This design comes from an exercise in tuning for small area, a short achievable clock period and few clock cycles per item on the open sky130 flow, not from production work. In this exercise RTL edits were held to simulation tests only and were not proved equivalent to the original. Power and IR drop assume default switching activity.

Design ble_tx, start of the top module:
module ble_tx (
    input  wire       clk,
    input  wire       rst,
    input  wire       start_valid,
    output wire       start_ready,
    input  wire [5:0] start_channel,
    input  wire [1:0] start_phy,
    input  wire [4:0] start_plen,
    input  wire       in_valid,
    output wire       in_ready,
    input  wire [7:0] in_data,
    output reg        out_valid,
    input  wire       out_ready,
    output reg  [7:0] out_data,
    output reg        out_last
);
export LEC_CHECK = 0
export CAP_MARGIN = 20
export CORE_MARGIN = 2
export CORE_UTILIZATION = 40
export CTS_BUF_LIST = sky130_fd_sc_hd__clkbuf_16
export CTS_CLUSTER_DIAMETER = 100
export CTS_CLUSTER_SIZE = 24
export PLACE_DENSITY = 0.55
export SETUP_SLACK_MARGIN = 2.75
export SLEW_MARGIN = 20
export TNS_END_PERCENT = 0
create_clock -name core_clock -period 5.0 [get_ports {clk}]
standard.sh (not shown) runs the stock make flow with config.mk's settings and CLKGATE_MAP_FILE= SYNTH_SCRIPT=/design/flow/synth_recipe.tcl, a recipe that flattens the netlist after the stock synthesis.
==> flow/flow/run.sh <==
#!/bin/bash
# The standard layout, with real buffers (not delay cells) on the ports.
set -euo pipefail
export BUFFER_PORTS_ARGS="-buffer_cell sky130_fd_sc_hd__buf_4"
bash standard.sh finish > layout.log 2>&1
Testbench counts at the start, summed over its fixed seeds: cycles 42,368, packets 384.
Next try:
- PLACE_DENSITY: 0.55 -> 0.6
- SETUP_SLACK_MARGIN: 2.75 -> 2.9
Result: Clock power hardly moves. Final cell count goes up slightly. Synthesized area stays the same.
Next try:
- SETUP_SLACK_MARGIN: 2.9 -> 2.75
Effect: The changed run finished clean. Via count drops by about 1.3%. Maximum frequency climbs by about 2.3%. Setup slack gets better by 0.052 ns. Power drops by about 5%. Utilization decreases by 1.5 points. Cell area falls by 3.2%. Cell count shrinks by 1.3%.
Next try:
- SETUP_SLACK_MARGIN: 2.75 -> 2.7
- TNS_END_PERCENT: 0 -> not set
What happened: Hold slack gets better by 0.010 ns. Non-clock buffer count came out higher by 11. Die area does not change. Clock power shrinks by a few percent. Clock skew drops by 0.019 ns. Setup slack is worse by 0.031 ns. Cell area climbs slightly. Count of clock-buffer cells in the layout fell by 1. Wire length climbs slightly. Power barely changes. Sequential share of layout area drops by 0.19 points.
Next try:
- CORE_UTILIZATION: 40 -> 35
- SETUP_SLACK_MARGIN: 2.7 -> 2.75
- TNS_END_PERCENT: not set -> 0
Area after synthesis does not change.
Non-clock buffer count shrinks by 11.
Maximum frequency shrinks by 2.6%.
Via count hardly moves.
Routed wire length shrinks by 0.35%.
Total power grows by 0.52%.
Register-to-register slack gets worse by 0.06 ns.
Next try:
- CORE_UTILIZATION: 35 -> 40
- SETUP_SLACK_MARGIN: 2.75 -> 2.8
Effect:
- The new run completed with no timing, DRC or antenna violations
- routed wire length is about the same
- sequential share of layout area rose by 0.14 points
- via count fell by 0.40%
- total power hardly moves
- critical path depth fell by 1

---

red:
ble_tx again, from the RTL that the note above started with.
Design ble_tx, start of the top module:
module ble_tx (
    input  wire       clk,
    input  wire       rst,
    input  wire       start_valid,
    output wire       start_ready,
    input  wire [5:0] start_channel,
    input  wire [1:0] start_phy,
    input  wire [4:0] start_plen,
    input  wire       in_valid,
    output wire       in_ready,
    input  wire [7:0] in_data,
    output reg        out_valid,
    input  wire       out_ready,
    output reg  [7:0] out_data,
    output reg        out_last
);
export LEC_CHECK = 0
export CAP_MARGIN = 20
export CORE_MARGIN = 2
export CORE_UTILIZATION = 40
export CTS_BUF_LIST = sky130_fd_sc_hd__clkbuf_16
export CTS_CLUSTER_DIAMETER = 100
export CTS_CLUSTER_SIZE = 24
export PLACE_DENSITY = 0.6
export SETUP_SLACK_MARGIN = 2.7
export SLEW_MARGIN = 20
export TNS_END_PERCENT = 0
create_clock -name core_clock -period 5.0 [get_ports {clk}]
Scripts as last shown in full above: flow/flow/run.sh
red went all the way through the flow, and no timing, DRC or antenna check failed.
Testbench counts of red, summed over its fixed seeds: cycles 42,368, packets 384.
The following lists how blue was set up differently from red:
-- flow/config.mk --
<<< red, line 17
export TNS_END_PERCENT = 0
>>> blue, line 17
export TNS_END_PERCENT = 20
Results
Looking only at tightest slew margin relative to the limit, and setting everything else aside, the higher value of red and blue goes to red.
The lower utilization of red and blue is in red.
From blue to red, final antenna diode count did not move at all.
blue vs. red: clock skew went down by 0.016 ns.
Comparing blue against red, there is no change at all in hold-critical path depth.
No stage failed in blue, and the final checks on the layout all came back clean.
Design area: red and blue compared, lower one is red
Diff red -> blue: worst-case reg-to-reg path depth -1, ratio of final minimum period to clock period +0.56 points, post-synthesis to final-layout area growth +1.5 points, count of plain and timing-repair buffers +about 15%.

---

ble_tx again, from the RTL that the note above started with.
==> flow/config.mk <==
export PLATFORM = sky130hd
export DESIGN_NAME = ble_tx
export DESIGN_NICKNAME = ble_tx
export VERILOG_FILES = /design/flow/design.v
export SDC_FILE = /design/flow/constraint.sdc
export NUM_CORES = 4
export LEC_CHECK = 0
export CAP_MARGIN = 20
export CORE_MARGIN = 2
export CORE_UTILIZATION = 50
export CTS_BUF_LIST = sky130_fd_sc_hd__clkbuf_16
export CTS_CLUSTER_DIAMETER = 100
export CTS_CLUSTER_SIZE = 24
export PLACE_DENSITY = 0.65
export SETUP_SLACK_MARGIN = 2.7
export SLEW_MARGIN = 20
==> flow/constraint.sdc <==
create_clock -name core_clock -period 5.0 [get_ports {clk}]
set_input_delay 1.0000 -clock core_clock [delete_from_list [all_inputs] [get_ports {clk}]]
set_output_delay 1.0000 -clock core_clock [all_outputs]
set_load 0.01 [all_outputs]
Scripts as last shown in full above: flow/flow/run.sh
Testbench counts at the start, summed over its fixed seeds: cycles 42,368, packets 384.
Change:
--- a/flow/flow/run.sh
+++ b/flow/flow/run.sh
@@ -4 +4 @@
-export BUFFER_PORTS_ARGS="-buffer_cell sky130_fd_sc_hd__buf_4"
+export BUFFER_PORTS_ARGS="-buffer_cell sky130_fd_sc_hd__buf_2"
--- a/flow/config.mk
+++ b/flow/config.mk
@@ -10 +10 @@
-export CORE_UTILIZATION = 50
+export CORE_UTILIZATION = 40
@@ -14 +14 @@
-export PLACE_DENSITY = 0.65
+export PLACE_DENSITY = 0.6
@@ -16,0 +17 @@
+export TNS_END_PERCENT = 0
What happened:
- The new run completed without violations
- final area decreases by 1.7%
- global-route usage came out lower by 4.3 points
- routed wire length went down by 0.61%
- clock skew climbs by 0.0040 ns
- non-clock buffer count shrinks by 13
- combinational power went down by 8.7%
- cell count rises by 4.3%
- sequential power is about the same
- via count came out lower by 0.78%
- area after synthesis stays the same
Change:
--- a/flow/flow/run.sh
+++ b/flow/flow/run.sh
@@ -4 +4 @@
-export BUFFER_PORTS_ARGS="-buffer_cell sky130_fd_sc_hd__buf_2"
+export BUFFER_PORTS_ARGS="-buffer_cell sky130_fd_sc_hd__buf_4"
--- a/flow/config.mk
+++ b/flow/config.mk
@@ -13 +13 @@
-export CTS_CLUSTER_SIZE = 24
+export CTS_CLUSTER_SIZE = 30
@@ -17 +16,0 @@
-export TNS_END_PERCENT = 0
Effect: The changed run produced a clean layout; maximum frequency stays flat; power shrinks slightly; final area went up slightly; synthesized cell count stays the same; worst setup slack hardly moves; via count falls slightly; synthesized area is unchanged; utilization is higher by 0.53 points; first-iteration DRC count rose by roughly a tenth; non-clock buffer count grows by 12.

re-timing with driven ports:
In the flow no input, the clock included, has a driving cell. The finished layouts below were timed again as built, in two steps.
Step 1, drivers: a clkbuf_16 drives clk and a buf_2 each remaining input, both assumed.
Step 2 adds t to the input delays and takes it off the output delays; t is the mean of the earliest and latest rising clock arrival at the registers after step 1. Input paths then give back, and output paths get back, about the clock's delay inside the block.
Slacks: no drivers / after step 1 / after step 2; pairs: no drivers / after step 1.
run | t (ns) | setup WS [ns] | hold WS [ns] | worst setup path at the end
the first run of note 1 | 0.570 | 2.693 / 2.693 / 2.173 | 0.346 / 0.346 / 0.346 | input to register
the second run of note 1 | 0.583 | 2.729 / 2.729 / 2.329 | 0.334 / 0.334 / 0.334 | input to register
the third run of note 1 | 0.580 | 2.780 / 2.780 / 2.252 | 0.336 / 0.336 / 0.336 | input to register
the fourth run of note 1 | 0.574 | 2.749 / 2.749 / 2.251 | 0.346 / 0.346 / 0.346 | input to register
the fifth run of note 1 | 0.580 | 2.689 / 2.689 / 2.268 | 0.348 / 0.348 / 0.348 | input to register
the sixth run of note 1 | 0.582 | 2.737 / 2.737 / 2.253 | 0.332 / 0.332 / 0.332 | input to register
red | 0.578 | 2.731 / 2.731 / 2.210 | 0.334 / 0.334 / 0.334 | input to register
blue | 0.591 | 2.703 / 2.703 / 2.191 | 0.344 / 0.344 / 0.344 | input to register
the first run of note 3 | 0.567 | 2.685 / 2.685 / 2.213 | 0.337 / 0.337 / 0.337 | input to register
the second run of note 3 | 0.580 | 2.718 / 2.718 / 2.195 | 0.342 / 0.342 / 0.342 | input to register
the third run of note 3 | 0.565 | 2.721 / 2.721 / 2.259 | 0.350 / 0.350 / 0.350 | input to register
After both steps setup and hold are still met in every run listed. The setup slack of the third run of note 1, which loses most, moves by 0.000 ns with the drivers and by -0.528 ns with both steps.
